From an optimization exercise on the open Yosys and OpenROAD flow, aimed at small area; shortcuts taken in it are not production practice. In this exercise RTL edits were held to simulation tests only and were not proved equivalent to the original. Power is estimated from default activity; no workload was simulated.

// rcpwm_ctrl
module rcpwm_ctrl (
    input  wire        clk,
    input  wire        rst,            
    input  wire        tick,           
    input  wire        pin,            
    input  wire [1:0]  mode_in,        
    input  wire [11:0] bit_cycles,     
    input  wire        map_cont,       
    input  wire        oor_default,    
    input  wire [7:0]  default_duty,
    input  wire [7:0]  oor_char,       
    input  wire [15:0] supply_mv,
    input  wire [15:0] b0_center,      
    input  wire [15:0] b0_ltol,
    input  wire [15:0] b0_utol,
    input  wire        b0_is_mv,
    input  wire [15:0] b0_value,       
    input  wire [7:0]  b0_code,
    input  wire [15:0] b1_center,
    input  wire [15:0] b1_ltol,
    input  wire [15:0] b1_utol,
    input  wire        b1_is_mv,
    input  wire [15:0] b1_value,
    input  wire [7:0]  b1_code,
    input  wire [15:0] b2_center,
    input  wire [15:0] b2_ltol,
    input  wire [15:0] b2_utol,
    input  wire        b2_is_mv,
    input  wire [15:0] b2_value,
    input  wire [7:0]  b2_code,
    input  wire [15:0] in_min,         
    input  wire [15:0] in_max,         
    output reg  [7:0]  duty,
    output reg         txd
);
Size in the first run: ~1000 cells after synthesis, roughly 310 I/O pins, roughly 7800 µm² of cells after synthesis.
==> flow/config.mk <==
export PLATFORM = sky130hd
export DESIGN_NAME = rcpwm_ctrl
export DESIGN_NICKNAME = rcpwm_ctrl
export VERILOG_FILES = /design/flow/design.v
export SDC_FILE = /design/flow/constraint.sdc
export NUM_CORES = 4
export LEC_CHECK = 0
export CAP_MARGIN = 20
export CORE_MARGIN = 2
export CORE_UTILIZATION = 40
export SLEW_MARGIN = 20
==> flow/constraint.sdc <==
create_clock -name core_clock -period 120.0 [get_ports {clk}]
set_input_delay 24.0000 -clock core_clock [delete_from_list [all_inputs] [get_ports {clk}]]
set_output_delay 24.0000 -clock core_clock [all_outputs]
set_load 0.01 [all_outputs]
standard.sh (not shown) runs the stock make flow with config.mk's settings and CLKGATE_MAP_FILE= SYNTH_SCRIPT=/design/flow/synth_recipe.tcl, a recipe that flattens the netlist after the stock synthesis.
==> flow/flow/run.sh <==
#!/bin/bash
# The standard layout (standard.sh), with these changes:
#  - synthesis: the standard flow's own synthesis script, but abc maps the logic with an
#    area-oriented script (flow/area.abc) instead of ORFS's abc_area.script;
#    registers, flattening and renaming are unchanged;
#  - the port buffers are sky130_fd_sc_hd__buf_1 cells;
#  - clock tree: clkbuf_8 buffers, clusters of at most 10 sinks, no dummy loads.
set -euo pipefail
W=$PWD
{
  cat <<EOF
proc abc {args} {
  set i [lsearch -exact \$args -script]
  if {\$i >= 0} { set args [lreplace \$args [expr {\$i+1}] [expr {\$i+1}] $W/flow/area.abc] }
  yosys abc {*}\$args
}
EOF
  cat synth_recipe.tcl
} > my_synth.tcl
bash standard.sh SYNTH_SCRIPT=$W/my_synth.tcl \
  'BUFFER_PORTS_ARGS=-buffer_cell sky130_fd_sc_hd__buf_1' \
  'CTS_ARGS=-sink_clustering_enable -repair_clock_nets -dont_use_dummy_load -buf_list sky130_fd_sc_hd__clkbuf_8 -sink_clustering_size 10' \
  finish > standard_flow.log 2>&1
==> flow/flow/area.abc <==
strash
&get -n
&deepsyn -T 60
&put
dch
amap
topo
buffer -N 12
dnsize -c
The first run passed the timing, DRC and antenna checks.
Edit:
==> flow/flow/run.sh (replaced) <==
#!/bin/bash
set -euo pipefail
bash standard.sh 'BUFFER_PORTS_ARGS=-buffer_cell sky130_fd_sc_hd__buf_1' finish > standard_flow.log 2>&1
ABC_AREA = 1   (was not set)
removed: flow/flow/area.abc
What happened:
- area after synthesis came out higher by 20%
- worst hold slack gets better by 18 ps
- via count came out higher by 18%
- wire length came out higher by 12%
- power came out higher by 92%
- count of clock-buffer cells in the layout does not change
- first-iteration DRC count came out lower by 1.0%
- critical path depth came out higher by 3
- global-route usage came out lower by 2.7 points

* * *

rcpwm_ctrl, a different RTL version from the one above (not shown whole).
For scale: roughly 97 flip-flops, roughly 310 I/O pins, roughly 7400 sq um of cells after synthesis.
clock: 120.0 ns
lec_check: 0
cap_margin: 20
core_margin: 2
core_utilization: 40
gpl_timing_driven: 0
slew_margin: 20
==> flow/flow/run.sh <==
#!/bin/bash
# The standard layout (standard.sh), with these changes:
#  - synthesis: the standard flow's own synthesis script, but abc maps the logic with an
#    area-oriented script (flow/area.abc) instead of ORFS's abc_area.script;
#    registers, flattening and renaming are unchanged;
#  - the port buffers are sky130_fd_sc_hd__buf_1 cells;
#  - clock tree: clkbuf_8 buffers, clusters of at most 10 sinks, no dummy loads.
set -euo pipefail
W=$PWD
{
  cat <<EOF
proc abc {args} {
  set i [lsearch -exact \$args -script]
  if {\$i >= 0} { set args [lreplace \$args [expr {\$i+1}] [expr {\$i+1}] $W/flow/area.abc] }
  yosys abc {*}\$args
}
EOF
  cat synth_recipe.tcl
} > my_synth.tcl
bash standard.sh SYNTH_SCRIPT=$W/my_synth.tcl \
  'BUFFER_PORTS_ARGS=-buffer_cell sky130_fd_sc_hd__buf_1' \
  'CTS_ARGS=-sink_clustering_enable -repair_clock_nets -dont_use_dummy_load -buf_list sky130_fd_sc_hd__clkbuf_8 -sink_clustering_size 10' \
  finish > standard_flow.log 2>&1
==> flow/flow/area.abc <==
strash
&get -n
&deepsyn -T 60
&put
dch
amap
==> next run, changes <==
--- a/flow/config.mk
+++ b/flow/config.mk
@@ -10,2 +10 @@
-export CORE_UTILIZATION = 40
-export GPL_TIMING_DRIVEN = 0
+export CORE_UTILIZATION = 55
Result:
- die area decreases by about 27%
- sequential share of layout area increases by 0.41 points
- synthesized cell count does not change
- sequential cell count is unchanged
- total power increases by 4.4%
- fmax increases by 0.38%
- final cell count decreases by about 3.3%
- clock power stays flat
==> next run, changes <==
--- a/flow/config.mk
+++ b/flow/config.mk
@@ -10 +10 @@
-export CORE_UTILIZATION = 55
+export CORE_UTILIZATION = 75
=>
- Now the flow never finished: it broke off in global placement (GPL-0301)
- synthesized area stays the same
- synthesized cell count does not change

* * *

RTL: one of the versions met above, not the one the previous note started from.
For scale: about 960 cells after synthesis, roughly 0.0076 mm² of cells after synthesis.
==> flow/config.mk <==
export PLATFORM = sky130hd
export DESIGN_NAME = rcpwm_ctrl
export DESIGN_NICKNAME = rcpwm_ctrl
export VERILOG_FILES = /design/flow/design.v
export SDC_FILE = /design/flow/constraint.sdc
export NUM_CORES = 4
export LEC_CHECK = 0
export CAP_MARGIN = 20
export CORE_MARGIN = 2
export CORE_UTILIZATION = 40
export SLEW_MARGIN = 20
==> flow/constraint.sdc <==
create_clock -name core_clock -period 120.0 [get_ports {clk}]
set_input_delay 24.0000 -clock core_clock [delete_from_list [all_inputs] [get_ports {clk}]]
set_output_delay 24.0000 -clock core_clock [all_outputs]
set_load 0.01 [all_outputs]
==> flow/flow/run.sh <==
#!/bin/bash
# The standard layout (standard.sh), with two changes:
#  - synthesis: the standard flow's own synthesis script, but abc maps the logic with an
#    area-oriented script (flow/area.abc) instead of ORFS's abc_area.script;
#    registers, flattening and renaming are unchanged;
#  - the port buffers are sky130_fd_sc_hd__buf_1 cells.
set -euo pipefail
W=$PWD
{
  cat <<EOF
proc abc {args} {
  set i [lsearch -exact \$args -script]
  if {\$i >= 0} { set args [lreplace \$args [expr {\$i+1}] [expr {\$i+1}] $W/flow/area.abc] }
  yosys abc {*}\$args
}
EOF
  cat synth_recipe.tcl
} > my_synth.tcl
bash standard.sh SYNTH_SCRIPT=$W/my_synth.tcl \
  'BUFFER_PORTS_ARGS=-buffer_cell sky130_fd_sc_hd__buf_1' finish > standard_flow.log 2>&1
Scripts as last shown in full above: flow/flow/area.abc
The baseline went through all stages and came out clean.
Next try:
--- a/flow/flow/run.sh
+++ b/flow/flow/run.sh
@@ -1,3 +1,3 @@
 #!/bin/bash
-# The standard layout (standard.sh), with two changes:
+# The standard layout (standard.sh), with these changes:
 #  - synthesis: the standard flow's own synthesis script, but abc maps the logic with an
@@ -5,3 +5,4 @@
 #    registers, flattening and renaming are unchanged;
-#  - the port buffers are sky130_fd_sc_hd__buf_1 cells.
+#  - the port buffers are sky130_fd_sc_hd__buf_1 cells;
+#  - clock tree: clkbuf_8 buffers, clusters of at most 10 sinks, no dummy loads.
 set -euo pipefail
@@ -19,2 +20,4 @@
 bash standard.sh SYNTH_SCRIPT=$W/my_synth.tcl \
-  'BUFFER_PORTS_ARGS=-buffer_cell sky130_fd_sc_hd__buf_1' finish > standard_flow.log 2>&1
+  'BUFFER_PORTS_ARGS=-buffer_cell sky130_fd_sc_hd__buf_1' \
+  'CTS_ARGS=-sink_clustering_enable -repair_clock_nets -dont_use_dummy_load -buf_list sky130_fd_sc_hd__clkbuf_8 -sink_clustering_size 10' \
+  finish > standard_flow.log 2>&1
The changed run finished with timing, DRC and antenna clean. Utilization is lower by 0.97 points. Power is lower by 15%. Register-to-register slack improves by 1.9 ns. Cell count is higher by 1.5%. Clock-buffer cell count is unchanged. Global-route usage is lower by 1.3 points. Sequential power is lower by about 1%. Final area is lower by 1.5%. Setup slack improves by 0.61 ns. Via count is lower by 1.1%. Clock skew is higher by 0.023 ns.

[static timing again, ports no longer ideal]
How much do the figures lean on ideal ports? The routed layouts below were timed once more, with nothing changed but the port constraints. Step 1, drivers: a clkbuf_16 drives clk and a buf_2 each remaining input, both assumed. Step 2 also shifts input and output timing later by t, the mid clock arrival at the registers, as if the neighbouring blocks saw the same clock. a / b / c = ideal / step 1 / step 2; a / b = the first two.
| run | t (ns) | slack for setup (ns) | pins driven straight from the clock port |
|---|---|---|---|
| the first run of note 1 | 0.432 | 84.509 / 84.519 / 84.087 | 1 |
| the second run of note 1 | 0.396 | 85.657 / 85.675 / 85.280 | 1 |
| the first run of note 2 | 0.412 | 82.768 / 82.774 / 82.362 | 1 |
| the second run of note 2 | 0.421 | 82.909 / 82.925 / 82.504 | 1 |
| the first run of note 3 | 0.406 | 83.752 / 83.761 / 83.355 | 1 |
| the second run of note 3 | 0.405 | 84.361 / 84.368 / 83.962 | 1 |
After both steps every run listed still meets setup and hold. For the first run of note 1, which loses most, drivers alone change the setup slack by +0.010 ns; drivers and shift together by -0.422 ns.
